Background: an optimization exercise with open tools, aiming at small area, a short achievable clock period and few clock cycles. Do not read the settings as production practice. No run shown here included a check of the RTL's function; only the layout flow was run.

==> flow/design.v, too long to show whole: its modules and the start of the top module <==
// module als_div: 776 lines
// module als_codec: 121 lines
// module als_core: 1892 lines
module als_core (
    input  wire        clk,
    input  wire        rst,           
    input  wire        cmd_valid,
    input  wire [31:0] cmd_cw,
    input  wire [31:0] cmd_opd,
    output reg         busy,
    output reg         rsp_valid,
    output reg  [2:0]  rsp_status,
    output wire [31:0] rsp_result
);
  // ...
==> flow/run.sh <==
#!/bin/bash
# synth_recipe.tcl (not shown) runs the flow's synth.tcl, then flattens the netlist and writes it again
# the make line also repeats each setting of config.mk as NAME=value (left out here)
make -C /OpenROAD-flow-scripts/flow DESIGN_CONFIG=/design/flow/config.mk WORK_HOME=/design/flow/orfs CLKGATE_MAP_FILE= SYNTH_SCRIPT=/design/flow/synth_recipe.tcl finish
==> flow/config.mk <==
export PLATFORM = sky130hd
export DESIGN_NAME = als_core
export DESIGN_NICKNAME = als_core
export VERILOG_FILES = /design/flow/design.v
export SDC_FILE = /design/flow/constraint.sdc
export NUM_CORES = 4
export LEC_CHECK = 0
export ABC_AREA = 1
export CAP_MARGIN = 20
export CORE_MARGIN = 2
export CORE_UTILIZATION = 40
export SETUP_SLACK_MARGIN = 3
export SLEW_MARGIN = 20
==> flow/constraint.sdc <==
create_clock -name core_clock -period 10.0 [get_ports {clk}]
set_input_delay 2.0000 -clock core_clock [delete_from_list [all_inputs] [get_ports {clk}]]
set_output_delay 2.0000 -clock core_clock [all_outputs]
set_load 0.01 [all_outputs]
==> summary.md, run 1 <==
| Metric | Value |
|---|---|
| GRT Max-Usage Layer | `met2` |
| Post-synthesis average cell area | `7.02 um^2` |
| Worst Skew | `10.3 ps` |
| Post-synthesis compound-gate area fraction | `19.2%` |
| Met2 Use GR | `51.4%` |
| Buffering overhead | `5.62%` |
| Post-Route Utilization | `44.1%` |
| DP HPWL | `103000 um` |
| # resized after CTS | `25` |
| Slew HR | `29.8%` |
| Io pins | `104` |
| WP buf/inv | `3` |
| Largest family of logic cells by synthesized area | `adder cells` |
| First-pass GRT wire length | `201000 um` |
| Cts bufs inserted | `9` |
| Tcrit/Tclk final | `68.2%` |
| Cts hold-fix bufs | `0` |
| Multi-input combinational area share | `74.3%` |
| H-tree depth | `3` |
| # diodes | `1` |
| CP Data Arrival Time | `7130 ps` |
| Synth top area cells | `fa_1, inv_1, xor2_1` |
| Highest routed layer | `met5` |
| R2R Path Start | `lux_l[8]` |
| Final WS setup | `3180 ps` |
| Most frequent cells after synthesis | `inv_1, nand2_1, fa_1` |
| Most frequent cells in the layout | `inv_1, nand2_1, fa_1` |
| Req. time, crit path | `10320 ps` |
| Run status | `finished clean` |
| WHS | `489 ps` |
| Post-Route M1 WL | `54100 um` |
| CTS tree | `built` |
| Multi-input logic area | `26300 um^2` |
| Maximum clock rate | `147 MHz` |
| Post-synthesis adder-cell area fraction | `33.8%` |
| Via/cell ratio | `5.86` |
==> inputs of run 2 (changes only) <==
--- a/flow/design.v
+++ b/flow/design.v
@@ -1011,20 +1011,22 @@
             imm_value  = codec_result;
         end
     end
     wire [4:0] imm_sh = (op == 4'd3) ? (5'd20 - {1'b0, kshift}) : (5'd5 + {1'b0, kshift});
     reg  [31:0] res_val;
     reg         res_shift;
     reg         res_b16;
     reg  [4:0]  res_sh;
-    wire [31:0] res_shifted = res_val >> res_sh;
-    assign rsp_result = res_shift ? {15'd0, res_shifted[16] & res_b16, res_shifted[15:0]}
-                                  : res_val;
+    reg         res_acc;     
     reg  signed [42:0] acc;
+    wire [31:0] res_shifted = res_val >> res_sh;
+    assign rsp_result = res_acc   ? {5'd0, acc[40:14]} :
+                        res_shift ? {15'd0, res_shifted[16] & res_b16, res_shifted[15:0]} :
+                                    res_val;
     reg  [1:0]         pstep;
     reg  [16:0] lux_l;
     wire [19:0] lbe = {2'b00, lux_l, 1'b0};
     reg  [8:0]  bone;
     reg  [8:0]  btwo;
     reg  [7:0]  bneg;
     integer i;
     always @(*) begin
@@ -2753,37 +2755,37 @@
         if (rst) begin
             busy       <= 1'b0;
             rsp_valid  <= 1'b0;
             rsp_status <= ST_OK;
             res_val    <= 32'd0;
             res_shift  <= 1'b0;
             res_b16    <= 1'b0;
             res_sh     <= 5'd0;
+            res_acc    <= 1'b0;
             lux_l      <= 17'd0;
             acc        <= 43'sd0;
             pstep      <= 2'd0;
         end else if (busy) begin
             pstep <= pstep + 2'd1;
             acc   <= acc_next;
             if (pstep == 2'd3) begin
-                busy       <= 1'b0;
-                rsp_valid  <= 1'b1;
-                rsp_status <= ST_OK;
-                res_val    <= {5'd0, psum[57:31]};
-                res_shift  <= 1'b0;
+                busy      <= 1'b0;
+                rsp_valid <= 1'b1;
+                res_acc   <= 1'b1;
             end
         end else begin
             lux_l <= lval;
-            acc   <= D4;
             pstep <= 2'd0;
             if (cmd_valid) begin
+                acc        <= D4;
                 busy       <= need_poly;
                 rsp_valid  <= ~need_poly;
                 rsp_status <= imm_status;
                 res_val    <= imm_value;
                 res_shift  <= imm_shift;
                 res_b16    <= imm_b16;
                 res_sh     <= imm_sh;
+                res_acc    <= 1'b0;
             end
         end
     end
 endmodule
==> summary.md, run 2 <==
| Metric | Value |
|---|---|
| Run status | `finished clean (unchanged)` |
| Die area | `83900 um^2 (was 82800 um^2)` |
| Most frequent cells in the layout | `inv_1, nand2_1, fa_1 (unchanged)` |
| Post-synthesis compound-gate area fraction | `20.2% (was 19.2%)` |
| Worst-skew pair later-pin latency | `400 ps (was 390 ps)` |
| Post-route cell area | `35500 um^2 (was 35400 um^2)` |
| Total grt overflow | `0 (unchanged)` |
| Top cell type by total area after synthesis | `fa_1 (unchanged)` |
| Via/cell ratio | `5.98 (was 5.86)` |
| Final setup fails | `0 (unchanged)` |
| Placed Cells incl. Taps | `5686 (was 5631)` |
| RSZ-0062 raised after global routing | `yes (unchanged)` |
| DR iter-0 viols | `3499 (was 3433)` |
| EDFF count, synth | `0 (unchanged)` |
| Largest family of logic cells by synthesized area | `adder cells (unchanged)` |
| Max FFs per register | `43 (unchanged)` |
| Min Tclk post-route | `6930 ps (was 6820 ps)` |
| CTS tree | `built (unchanged)` |
| Crit. End Element | `flip-flop (unchanged)` |
| # port buffers | `102 (unchanged)` |
| Worst Skew | `21.7 ps (was 10.3 ps)` |
| Syn nets | `5335 (was 5280)` |
| Post-synthesis adder-cell area fraction | `33.4% (was 33.8%)` |
| Post-layout net count | `5349 (was 5304)` |
| Tcrit/Tclk final | `69.3% (was 68.2%)` |
| Yosys warning total | `3 (unchanged)` |
| Clock root cell | `clkbuf_16 (unchanged)` |
| P&R area growth vs syn | `8.67% (was 9.81%)` |
| Via Count | `34200 (was 33300)` |
| Non-Filler Instances | `5724 (was 5681)` |
| Vias in the first global route | `33700 (was 32500)` |
| Die width | `290 um (was 288 um)` |
| Die Y | `290 um (was 288 um)` |
| Clock sink count | `106 (was 105)` |
| Cells after Synth | `4645 (was 4591)` |
| Core box area | `80700 um^2 (was 80200 um^2)` |
| Worst-path clk slew | `100 ps (was 80 ps)` |
| Synthesis-stage register bit count | `106 (was 105)` |
| Area of placed instances | `34900 um^2 (was 34400 um^2)` |
| Ratio of cells with drive above 1 in the final layout | `5.12% (was 6.08%)` |
| First-pass GRT wire length | `210000 um (was 201000 um)` |
| Simple-gate portion of the synthesized area | `17.5% (was 17.8%)` |
| Setup Crit Path Kind | `in -> reg (unchanged)` |
| Total wire length | `140000 um (was 133000 um)` |
| Setup TNS | `0 ps (unchanged)` |
| Top flop regs | `acc: 43 flops, res_val: 31 flops, lux_l: 17 flops (unchanged)` |
| # diodes | `0 (was 1)` |
| Startpoint Class | `primary input (unchanged)` |
| Initial DRT Pass Iterations | `6 (unchanged)` |
| Ys async rst share | `0% (unchanged)` |
| Global Route Usage Sum | `33.1% (was 31.9%)` |
| Count leader, synth | `inv_1 (unchanged)` |
| Antenna Nets Post-Route | `0 (unchanged)` |
| Row count | `104 (unchanged)` |
| Slew @ Worst Pin | `1170 ps (was 1050 ps)` |
| Top_reg_cell synth | `dfxtp_1 (unchanged)` |
| Max-Cap Viols | `0 (unchanged)` |
| DP HPWL | `105000 um (was 103000 um)` |
| Io pins | `104 (unchanged)` |
| CP Max Fanout | `17 (was 11)` |
| Post-synthesis average cell area | `7.03 um^2 (was 7.02 um^2)` |
| Worst Hold Class | `reg -> reg (unchanged)` |
| Fillers | `8485 (was 8438)` |
| Register area share after synthesis | `6.50% (was 6.53%)` |
| Slew HR | `22.1% (was 29.8%)` |
| Setup WS pre-CTS | `2430 ps (was 1790 ps)` |
| CP Data Arrival Time | `7250 ps (was 7130 ps)` |
| WL per Instance | `24.5 um (was 23.5 um)` |
| Maximum clock rate | `144 MHz (was 147 MHz)` |
| H-tree depth | `3 (unchanged)` |
| Commonest non-fill, non-tap cell in the layout | `inv_1 (unchanged)` |
| Final Hold Viols | `0 (unchanged)` |
| Initial antenna violation count | `2 (was 1)` |
| Largest net degree at the start of global routing | `53 (was 49)` |
| Cts bufs inserted | `9 (unchanged)` |
| CTS Buffer Depth | `2 (unchanged)` |
| Starting Density | `40.4% (was 40.2%)` |
| Synth top area cells | `fa_1, inv_1, xor2_1 (unchanged)` |
| Largest register by flop count | `acc (unchanged)` |
| Cell variety after synth | `57 (was 66)` |
| Final count of pins violating max slew | `0 (unchanged)` |
| Post-synthesis mux area share | `0.556% (was 0.381%)` |
| Synth top area share | `25.3% (was 25.7%)` |
| Post-Synth XOR/XNOR Area | `9.21% (was 9.46%)` |
| Routability Congestion | `1.02 (was 0.999)` |
| DRC violations left | `0 (unchanged)` |
| Synth Cell Area | `32600 um^2 (was 32200 um^2)` |
| Req. time, crit path | `10320 ps (about the same)` |
| Final WS setup | `3070 ps (was 3180 ps)` |
| Most frequent cells after synthesis | `inv_1, nand2_1, fa_1 (unchanged)` |
==> run 2: cell types whose count changed in the layout (fill, tap and decap cells not counted), sizes merged, moves of 13 or more <==
cell,before,now
o211ai,29,51
nand3,212,198
o221ai,4,22
a21oi,255,241
nor2,322,277
nand2,684,707
o22ai,364,377
nor3,35,49
==> run 2: kinds of logic after synthesis <==
kind of cell             count (synthesis)
multiplexers                            18
XOR/XNOR                               343
AND/OR/NAND/NOR                       1339
buffers and inverters                 1094
flip-flops                             106
AO/OA/AOI/OAI                         1121
adder cells (fa/ha/maj)                623
other                                    1
==> run 2: metal layers <==
layer	global-route usage [%]	wire length [um]	share of wire, %	vias to the layer above
met3	7.00	14000	10	393
met4	14.2	6580	4.7	4
met1	44.0	57400	41	16600
li1	-	-	-	15200
met5	0	21	0.015	-
met2	52.2	62400	44	1984
==> run 2: path summary, 6_finish.rpt <==
check               from           to  slack [ps]  cells past startpoint
min               acc[9]       acc[9]         470                      2
max reg2reg     lux_l[1]      acc[39]        3170                     25
max          cmd_opd[13]  res_val[14]        3070                     20
min reg2reg       acc[9]       acc[9]         470                      2
==> run 2: through the flow <==
| stage | util [%] | hold WS [ps] |
|---|---|---|
| 2_1_floorplan | - | 445 |
| 3_3_place_gp | 43.3 | 453 |
| 3_5_place_dp | 43.3 | 458 |
| 4_1_cts | 43.6 | 473 |
| 5_1_grt | 44.0 | 489 |
| 6_report | 44.0 | 472 |
==> run 2: timing repair <==
item | 4_1_cts | 5_1_grt
cloned | 0 | 1
pin swaps | 0 | 3
hold buffers | 0 | 0
setup endpoints to repair | 6 | 50
resized for setup | 2 | 33
buffers inserted | 0 | 21
==> run 2: final cells by class <==
cell class	count	area (um^2)	area share [%]
clock buffers	9	225	0.635
flip-flops and latches	106	2120	5.99
multi-input cells	3446	26500	74.7
clock inverters	7	71.3	0.201
well taps	1060	1330	3.74
inverters	876	3310	9.35
repair buffers	220	1910	5.38
==> run 2: worst max-delay path: stages <==
cell and delay [ps]:
clkdlybuf4s50_1 470, buf_4 250, clkinv_1 160, buf_4 270, fa_1 430, fa_1 490
inv_1 50, fa_1 440, ha_1 330, inv_1 80, nor3_1 280, nand3_1 110
nand3_1 170, inv_1 80, o21ai_0 270, xor2_1 630, nand2_1 250, nand3_1 260
nand2_1 90, o21ai_1 90

static timing again, ports no longer ideal:
Ports are ideal in the flow. The routed layouts listed here were re-timed in OpenROAD. Step 1: set_driving_cell puts a clkbuf_16 on clk and a buf_2 on each other input, an assumption about the parent block. Step 2, shift: input delay + t, output delay - t, t = (earliest + latest rising clock arrival at the registers) / 2. This alone moves slack from input paths to output paths. Three values: ideal ports, drivers, drivers and shift; two values: the first two.
run	shift t [ns]	setup slack, ns	worst hold slack (ns)	clock arrival spread, ns
run 1	0.421	3.182 / 3.200 / 2.778	0.489 / 0.489 / 0.489	0.010 / 0.011
run 2	0.452	3.070 / 3.106 / 2.654	0.472 / 0.472 / 0.472	0.031 / 0.031
After both steps setup and hold are still met in every run listed. For run 2, which loses most, drivers alone change the setup slack by +0.036 ns; drivers and shift together by -0.416 ns.
